This is an optimization exercise on Yosys and OpenROAD, whose aim is small area, a short achievable clock period and few clock cycles, not a production implementation.
In this exercise RTL edits were held to simulation tests only and were not proved equivalent to the original.
No activity file was given, so power comes from the tool's default toggle rates.

Design sap3_core, start of the top module:
module sap3_core (
    input  wire         clk,
    input  wire         rst,           
    input  wire         step,          
    output wire [15:0]  imem_addr,     
    input  wire [31:0]  imem_data,     
    input  wire [15:0]  prog_len,      
    input  wire [7:0]   in_value,      
    output wire [8:0]   dmem_addr,     
    input  wire [7:0]   dmem_rdata,    
    output wire         dmem_we,       
    output wire [7:0]   dmem_wdata,
    output wire         ready,         
    output wire         stopped,       
    output wire         halted,
    output wire [3:0]   fault,
    output wire [7:0]   acc,
    output wire [127:0] regs,          
    output wire [8:0]   sp,
    output wire         flag_c,
    output wire         flag_z,
    output wire         out_valid,
    output wire [7:0]   out_data,
    output wire         print_valid,
    output wire [15:0]  print_tmpl
);
    localparam [3:0] F_UNKNOWN = 4'd1, F_STACK_OVF = 4'd7, F_STACK_UNF = 4'd8;
    reg [15:0]  pc;
    reg [8:0]   sp_q;
    reg [7:0]   a_q;
    reg [7:0]   r_q [0:15];
    reg         c_q, z_q;
    reg         halt_q;
    reg [3:0]   fault_q;
    reg         stop_q;        
    wire [31:0] ir  = imem_data;
    wire [5:0]  t   = ir[31:26];
    wire [3:0]  ra  = ir[25:22];
    wire [3:0]  rb  = ir[21:18];
    wire [15:0] v   = ir[15:0];
    wire lo0x = !t[5] && !t[4];           
    wire lo1x = !t[5] &&  t[4];           
    wire [3:0] tl = t[3:0];
    wire is_nop   = lo0x && tl == 4'h0;
    wire is_lda   = lo0x && tl == 4'h1;
    wire is_sta   = lo0x && tl == 4'h2;
    wire is_ldr   = lo0x && tl == 4'h3;
    wire is_str   = lo0x && tl == 4'h4;
    wire is_ldi   = lo0x && tl == 4'h5;
    wire is_ldri  = lo0x && tl == 4'h6;
    wire is_movrr = lo0x && tl == 4'h7;
    wire is_movra = lo0x && tl == 4'h8;
  ...
Size in the first run: ~860 cells after synthesis.
export LEC_CHECK = 0
export ABC_AREA = 1
export CAP_MARGIN = 20
export CORE_MARGIN = 2
export CORE_UTILIZATION = 40
export CTS_CLUSTER_DIAMETER = 150
export CTS_CLUSTER_SIZE = 30
export SETUP_SLACK_MARGIN = 4.5
export SLEW_MARGIN = 20
create_clock -name core_clock -period 10.0 [get_ports {clk}]
standard.sh (not shown) runs the stock make flow with config.mk's settings and CLKGATE_MAP_FILE= SYNTH_SCRIPT=/design/flow/synth_recipe.tcl, a recipe that flattens the netlist after the stock synthesis.
==> flow/flow/run.sh <==
#!/bin/bash
# The standard layout (standard.sh), with these changes:
#  - synthesis maps the logic with ABC's &nf mapper (flow/area.script, through
#    flow/synth_abc.tcl, which otherwise runs synth_recipe.tcl as it is, and
#    leaves out a few slow cells), and without Yosys's adder extraction
#    (ADDER_MAP_FILE empty), so ABC maps the adders too; the registers are
#    the standard synthesis's;
#  - the port buffers that ORFS inserts at global placement are
#    sky130_fd_sc_hd__buf_1 (ORFS otherwise picks the delay cell clkdlybuf4s50_1).
set -euo pipefail
work=$(pwd)
export FLOW_SYNTH_TCL=$work/synth_recipe.tcl
export FLOW_ABC_SCRIPT=$work/flow/area.script
bash standard.sh "SYNTH_SCRIPT=$work/flow/synth_abc.tcl" 'ADDER_MAP_FILE=' \
  'BUFFER_PORTS_ARGS=-buffer_cell sky130_fd_sc_hd__buf_1' finish > standard_flow.log 2>&1
==> flow/flow/area.script <==
&get -n
&st
&dch
&nf
&put
==> flow/flow/synth_abc.tcl <==
# The standard synthesis (synth_recipe.tcl in the work folder, unchanged),
# with one difference in Yosys's abc pass: it runs the ABC script named by
# FLOW_ABC_SCRIPT instead of ORFS's abc_area/abc_speed script, and it leaves
# out the cells whose pull-up is a stack of four transistors (nor4, or4, o41,
# a2111 families), which are slow on the paths from the record to the ports,
# and a222oi, the one logic cell with no stronger size. Only the combinational
# mapping changes; the registers are the standard synthesis's.
proc abc {args} {
  set i [lsearch -exact $args -script]
  if { $i >= 0 } { lset args [expr {$i + 1}] $::env(FLOW_ABC_SCRIPT) }
  foreach f {nor4 nor4b nor4bb or4 or4b or4bb o41a o41ai a2111o a2111oi} {
    foreach s {0 1 2 4} { lappend args -dont_use sky130_fd_sc_hd__${f}_$s }
  }
  lappend args -dont_use sky130_fd_sc_hd__a222oi_1
  yosys abc {*}$args
}
source $::env(FLOW_SYNTH_TCL)
The baseline passed the timing, design-rule and antenna checks.
Testbench counts at the start, summed over its fixed seeds: cycles 120,658.
Edit:
==> flow/flow/run.sh (replaced) <==
#!/bin/bash
# The standard layout (standard.sh), with two changes:
#  - synthesis maps the logic with an area-oriented ABC script (flow/area.script,
#    through flow/synth_abc.tcl, which otherwise runs synth_recipe.tcl as it is);
#  - the port buffers that ORFS inserts at global placement are
#    sky130_fd_sc_hd__buf_1 (ORFS otherwise picks the delay cell clkdlybuf4s50_1).
set -euo pipefail
work=$(pwd)
export FLOW_SYNTH_TCL=$work/synth_recipe.tcl
export FLOW_ABC_SCRIPT=$work/flow/area.script
bash standard.sh "SYNTH_SCRIPT=$work/flow/synth_abc.tcl" \
  'BUFFER_PORTS_ARGS=-buffer_cell sky130_fd_sc_hd__buf_1' finish > standard_flow.log 2>&1
==> flow/flow/synth_abc.tcl (replaced) <==
# The standard synthesis (synth_recipe.tcl in the work folder, unchanged),
# with one difference: Yosys's abc pass runs the ABC script named by
# FLOW_ABC_SCRIPT instead of ORFS's abc_area/abc_speed script. Only the
# combinational mapping changes; the registers are the standard synthesis's.
proc abc {args} {
  set i [lsearch -exact $args -script]
  if { $i >= 0 } { lset args [expr {$i + 1}] $::env(FLOW_ABC_SCRIPT) }
  yosys abc {*}$args
}
source $::env(FLOW_SYNTH_TCL)
CTS_CLUSTER_DIAMETER = default   (was 150)
CTS_CLUSTER_SIZE = default   (was 30)
Total power is higher by about 3.5%.
Synthesized area is higher by 0.56%.
First-iteration DRC count is lower by about 34%.
Cell count is higher by 0.80%.
Flip-flop and latch count does not change.
Global-route usage is lower by 1.6 points.
Clock-buffer cell count stays the same.
Utilization is higher by 2.9 points.
Routed wire length is lower by about 1%.
Design area is higher by 5.9%.
Via count is lower by about 1.8%.
Edit:
==> flow/flow/run.sh (replaced) <==
#!/bin/bash
# The standard layout (standard.sh), with these changes:
#  - synthesis maps the logic with ABC's &nf mapper (flow/area.script, through
#    flow/synth_abc.tcl, which otherwise runs synth_recipe.tcl as it is, and
#    leaves out a few slow cells), and without Yosys's adder extraction
#    (ADDER_MAP_FILE empty), so ABC maps the adders too; the registers are
#    the standard synthesis's;
#  - the port buffers that ORFS inserts at global placement are
#    sky130_fd_sc_hd__buf_1 (ORFS otherwise picks the delay cell clkdlybuf4s50_1).
set -euo pipefail
work=$(pwd)
export FLOW_SYNTH_TCL=$work/synth_recipe.tcl
export FLOW_ABC_SCRIPT=$work/flow/area.script
bash standard.sh "SYNTH_SCRIPT=$work/flow/synth_abc.tcl" 'ADDER_MAP_FILE=' \
  'BUFFER_PORTS_ARGS=-buffer_cell sky130_fd_sc_hd__buf_1' finish > standard_flow.log 2>&1
==> flow/flow/synth_abc.tcl (replaced) <==
# The standard synthesis (synth_recipe.tcl in the work folder, unchanged),
# with one difference in Yosys's abc pass: it runs the ABC script named by
# FLOW_ABC_SCRIPT instead of ORFS's abc_area/abc_speed script, and it leaves
# out the cells whose pull-up is a stack of four transistors (nor4, or4, o41,
# a2111 families), which are slow on the paths from the record to the ports,
# and a222oi, the one logic cell with no stronger size. Only the combinational
# mapping changes; the registers are the standard synthesis's.
proc abc {args} {
  set i [lsearch -exact $args -script]
  if { $i >= 0 } { lset args [expr {$i + 1}] $::env(FLOW_ABC_SCRIPT) }
  foreach f {nor4 nor4b nor4bb or4 or4b or4bb o41a o41ai a2111o a2111oi} {
    foreach s {0 1 2 4} { lappend args -dont_use sky130_fd_sc_hd__${f}_$s }
  }
  lappend args -dont_use sky130_fd_sc_hd__a222oi_1
  yosys abc {*}$args
}
source $::env(FLOW_SYNTH_TCL)
CORE_UTILIZATION = 55   (was 40)
PLACE_DENSITY = 0.75   (was default)
After rerunning: Via count came out higher by a little under a tenth; area after synthesis goes down slightly; global-route usage increases by 8.9 points.

what the ideal ports hide:
No port has a modelled driver above. Below, the same layouts with a new extraction and two added sets of constraints.
Step 1 sets driving cells, clkbuf_16 on the clock port and buf_2 on the other inputs (assumed; they add their load-dependent delay and slew).
Step 2 times the ports against the registers' clock, not the clock port: input delays grow and output delays shrink by t, the midpoint of the rising clock arrivals with the driver on.
Slacks: ideal / step 1 / step 2; pairs: ideal / step 1.
| run | shift t [ns] | setup WS [ns] | clock arrival spread, ns | pins driven straight from the clock port |
|---|---|---|---|---|
| the first run | 0.480 | 4.408 / 4.371 / 4.318 | 0.018 / 0.018 | 1 |
| the second run | 0.476 | 4.394 / 4.344 / 4.110 | 0.015 / 0.015 | 1 |
| the third run | 0.491 | 4.431 / 4.399 / 4.133 | 0.007 / 0.007 | 1 |
After both steps every run listed still meets setup and hold. For the third run, which loses most, drivers alone change the setup slack by -0.032 ns; drivers and shift together by -0.298 ns.
